What follows belongs to an exercise in optimizing a design on an open flow for small area, a short achievable clock period and few clock cycles; a production flow would make more cautious choices.
Only simulation tests tie the RTL to the original design; equivalence was not proved.

==> module css_lane, before the edit <==
module css_lane (
    input  wire        clk,
    input  wire [39:0] kp,      
    input  wire [39:0] base,    
    input  wire [39:0] vc,      
    input  wire [39:0] c3in,    
    output wire [39:0] dd,      
    output wire [39:0] c2,      
    output wire [39:0] c3,      
    output wire [4:0]  eqb      
);
    reg  [39:0] r1;           
    reg  [39:0] r2;           
    reg  [39:0] r3s;          
    reg  [4:1]  r3y;          
    reg  [39:0] r3c;          
    genvar g;
    wire [39:0] d1 = kp ^ base;
    assign dd = {r1[39:8], r1[7:0] ^ r1[39:32]};
    wire [39:0] td;
    generate
        for (g = 0; g < 5; g = g + 1) begin : g_t1d
            css_t1 u (.a(dd[8*g +: 8]), .t1(td[8*g +: 8]));
        end
    endgenerate
    wire [39:0] cand = kp ^ td ^ {dd[31:0], 8'd0};
    wire [39:0] ka, kb;
    css_ks u_ks (.ck(r2), .a(ka), .b(kb));
    wire [8:0]  bs [0:4];     
    generate
        for (g = 0; g < 5; g = g + 1) begin : g_bs
            assign bs[g] = {1'b0, ka[8*g +: 8]} + {1'b0, kb[8*g +: 8]};
        end
    endgenerate
    wire [31:0] g0 = ka[31:0] & kb[31:0];
    wire [31:0] p0 = ka[31:0] ^ kb[31:0];
    wire [15:0] g1, p1;
    wire [7:0]  g2, p2;
    wire [3:0]  g3, p3;
    generate
        for (g = 0; g < 16; g = g + 1) begin : g_l1
            assign g1[g] = g0[2*g+1] | (p0[2*g+1] & g0[2*g]);
            assign p1[g] = p0[2*g+1] & p0[2*g];
        end
        for (g = 0; g < 8; g = g + 1) begin : g_l2
            assign g2[g] = g1[2*g+1] | (p1[2*g+1] & g1[2*g]);
            assign p2[g] = p1[2*g+1] & p1[2*g];
        end
        for (g = 0; g < 4; g = g + 1) begin : g_l3
            assign g3[g] = g2[2*g+1] | (p2[2*g+1] & g2[2*g]);
            assign p3[g] = p2[2*g+1] & p2[2*g];
        end
    endgenerate
    wire [4:1] by;            
    assign by[1] = g3[0];
    assign by[2] = g3[1] | (p3[1] & g3[0]);
    assign by[3] = g3[2] | (p3[2] & g3[1]) | (p3[2] & p3[1] & g3[0]);
    assign by[4] = (g3[3] | (p3[3] & g3[2])) | ((p3[3] & p3[2]) & (g3[1] | (p3[1] & g3[0])));
    wire [39:0] bsum = {bs[4][7:0], bs[3][7:0], bs[2][7:0], bs[1][7:0], bs[0][7:0]};
    wire [4:1] y = r3y;
    wire [39:0] kv;
    assign kv[7:0] = r3s[7:0];
    generate
        for (g = 1; g < 5; g = g + 1) begin : g_inc
            assign kv[8*g +: 8] = r3s[8*g +: 8] + {7'd0, y[g]};
        end
    endgenerate
    wire [39:0] dv;
    assign dv[39:8] = kv[39:8] ^ vc[39:8];
    assign dv[7:0]  = kv[7:0] ^ kv[39:32] ^ vc[7:0];
    wire [39:0] tv;
    generate
        for (g = 0; g < 5; g = g + 1) begin : g_t1v
            css_t1 u (.a(dv[8*g +: 8]), .t1(tv[8*g +: 8]));
        end
    endgenerate
    wire [39:0] want = kv ^ {dv[31:0], 8'd0} ^ r3c;    
    generate
        for (g = 0; g < 5; g = g + 1) begin : g_eq
            css_eq8 u (.a(tv[8*g +: 8]), .b(want[8*g +: 8]), .eq(eqb[g]));
        end
    endgenerate
    assign c2 = r2;
    assign c3 = r3c;
    always @(posedge clk) begin
        r1  <= d1;
        r2  <= cand;
        r3s <= bsum;
        r3y <= by;
        r3c <= c3in;
    end
endmodule
export LEC_CHECK = 0
export CAP_MARGIN = 20
export CORE_MARGIN = 2
export CORE_UTILIZATION = 50
export PLACE_DENSITY = 0.7
export SETUP_SLACK_MARGIN = 3.2
export SLEW_MARGIN = 20
export SYNTH_HIERARCHICAL = 1
create_clock -name core_clock -period 6.0 [get_ports {clk}]
standard.sh (not shown) runs the stock make flow with config.mk's settings and CLKGATE_MAP_FILE= SYNTH_SCRIPT=/design/flow/synth_recipe.tcl, a recipe that flattens the netlist after the stock synthesis.
==> flow/flow/run.sh <==
#!/bin/bash
set -euo pipefail
export BUFFER_PORTS_ARGS="-buffer_cell sky130_fd_sc_hd__buf_2"
bash standard.sh > standard.log 2>&1
Testbench counts at the start, summed over its fixed seeds: cycles 138,914.
==> next run, changes <==
--- a/flow/design.v
+++ b/flow/design.v
@@ -281,5 +281,6 @@
     reg  [39:0] r2;           
     reg  [39:0] r3s;          
-    reg  [4:1]  r3y;          
+    reg  [3:0]  r3g;          
+    reg  [3:1]  r3p;          
     reg  [39:0] r3c;          
     genvar g;
@@ -296,35 +297,17 @@
     css_ks u_ks (.ck(r2), .a(ka), .b(kb));
     wire [8:0]  bs [0:4];     
+    wire [4:0]  bp;           
     generate
         for (g = 0; g < 5; g = g + 1) begin : g_bs
             assign bs[g] = {1'b0, ka[8*g +: 8]} + {1'b0, kb[8*g +: 8]};
+            assign bp[g] = &(ka[8*g +: 8] ^ kb[8*g +: 8]);
         end
     endgenerate
-    wire [31:0] g0 = ka[31:0] & kb[31:0];
-    wire [31:0] p0 = ka[31:0] ^ kb[31:0];
-    wire [15:0] g1, p1;
-    wire [7:0]  g2, p2;
-    wire [3:0]  g3, p3;
-    generate
-        for (g = 0; g < 16; g = g + 1) begin : g_l1
-            assign g1[g] = g0[2*g+1] | (p0[2*g+1] & g0[2*g]);
-            assign p1[g] = p0[2*g+1] & p0[2*g];
-        end
-        for (g = 0; g < 8; g = g + 1) begin : g_l2
-            assign g2[g] = g1[2*g+1] | (p1[2*g+1] & g1[2*g]);
-            assign p2[g] = p1[2*g+1] & p1[2*g];
-        end
-        for (g = 0; g < 4; g = g + 1) begin : g_l3
-            assign g3[g] = g2[2*g+1] | (p2[2*g+1] & g2[2*g]);
-            assign p3[g] = p2[2*g+1] & p2[2*g];
-        end
-    endgenerate
-    wire [4:1] by;            
-    assign by[1] = g3[0];
-    assign by[2] = g3[1] | (p3[1] & g3[0]);
-    assign by[3] = g3[2] | (p3[2] & g3[1]) | (p3[2] & p3[1] & g3[0]);
-    assign by[4] = (g3[3] | (p3[3] & g3[2])) | ((p3[3] & p3[2]) & (g3[1] | (p3[1] & g3[0])));
     wire [39:0] bsum = {bs[4][7:0], bs[3][7:0], bs[2][7:0], bs[1][7:0], bs[0][7:0]};
-    wire [4:1] y = r3y;
+    wire [4:1] y;
+    assign y[1] = r3g[0];
+    assign y[2] = r3g[1] | (r3p[1] & r3g[0]);
+    assign y[3] = r3g[2] | (r3p[2] & r3g[1]) | (r3p[2] & r3p[1] & r3g[0]);
+    assign y[4] = r3g[3] | (r3p[3] & r3g[2]) | (r3p[3] & r3p[2] & r3g[1]) | (r3p[3] & r3p[2] & r3p[1] & r3g[0]);
     wire [39:0] kv;
     assign kv[7:0] = r3s[7:0];
@@ -355,5 +338,6 @@
         r2  <= cand;
         r3s <= bsum;
-        r3y <= by;
+        r3g <= {bs[3][8], bs[2][8], bs[1][8], bs[0][8]};
+        r3p <= bp[3:1];
         r3c <= c3in;
     end
First-iteration DRC count increases by 7.6%; maximum frequency decreases by about 2.3%; worst setup slack loses 0.070 ns; via count increases by 2.2%; wire length increases by about 3.4%; cell count increases by 1.9%; die area increases by about 2.4%; hold slack gains 0.010 ns; sequential share of layout area decreases by 0.41 points; design area increases by about 2.4%; register-to-register slack loses 0.07 ns.
Testbench counts after the change, summed over its fixed seeds: cycles 138,914.

==> static timing again, ports no longer ideal <==
How much do the figures lean on ideal ports? The routed layouts below were timed once more, with nothing changed but the port constraints.
Step 1 assumes that a clkbuf_16 drives the clock port and a buf_2 every other input.
Step 2 moves the port delays by t, midway between the first and last clock arrival at a register: inputs arrive t later, outputs are due t later. That takes back most of the time a late clock gives input paths.
Three values: no drivers, after step 1, after step 2; two values: the first two.
run	t, ns	setup slack, ns	hold slack, ns	worst setup path at the end	worst data-port slew with drivers (ns)
the first run	0.666	3.025 / 3.025 / 2.948	0.371 / 0.371 / 0.371	input to register	0.04
the second run	0.693	2.955 / 2.955 / 2.955	0.381 / 0.381 / 0.381	register to register	0.04
After both steps every run listed still meets setup and hold. The setup slack of the first run, which loses most, moves by 0.000 ns with the drivers and by -0.077 ns with both steps.
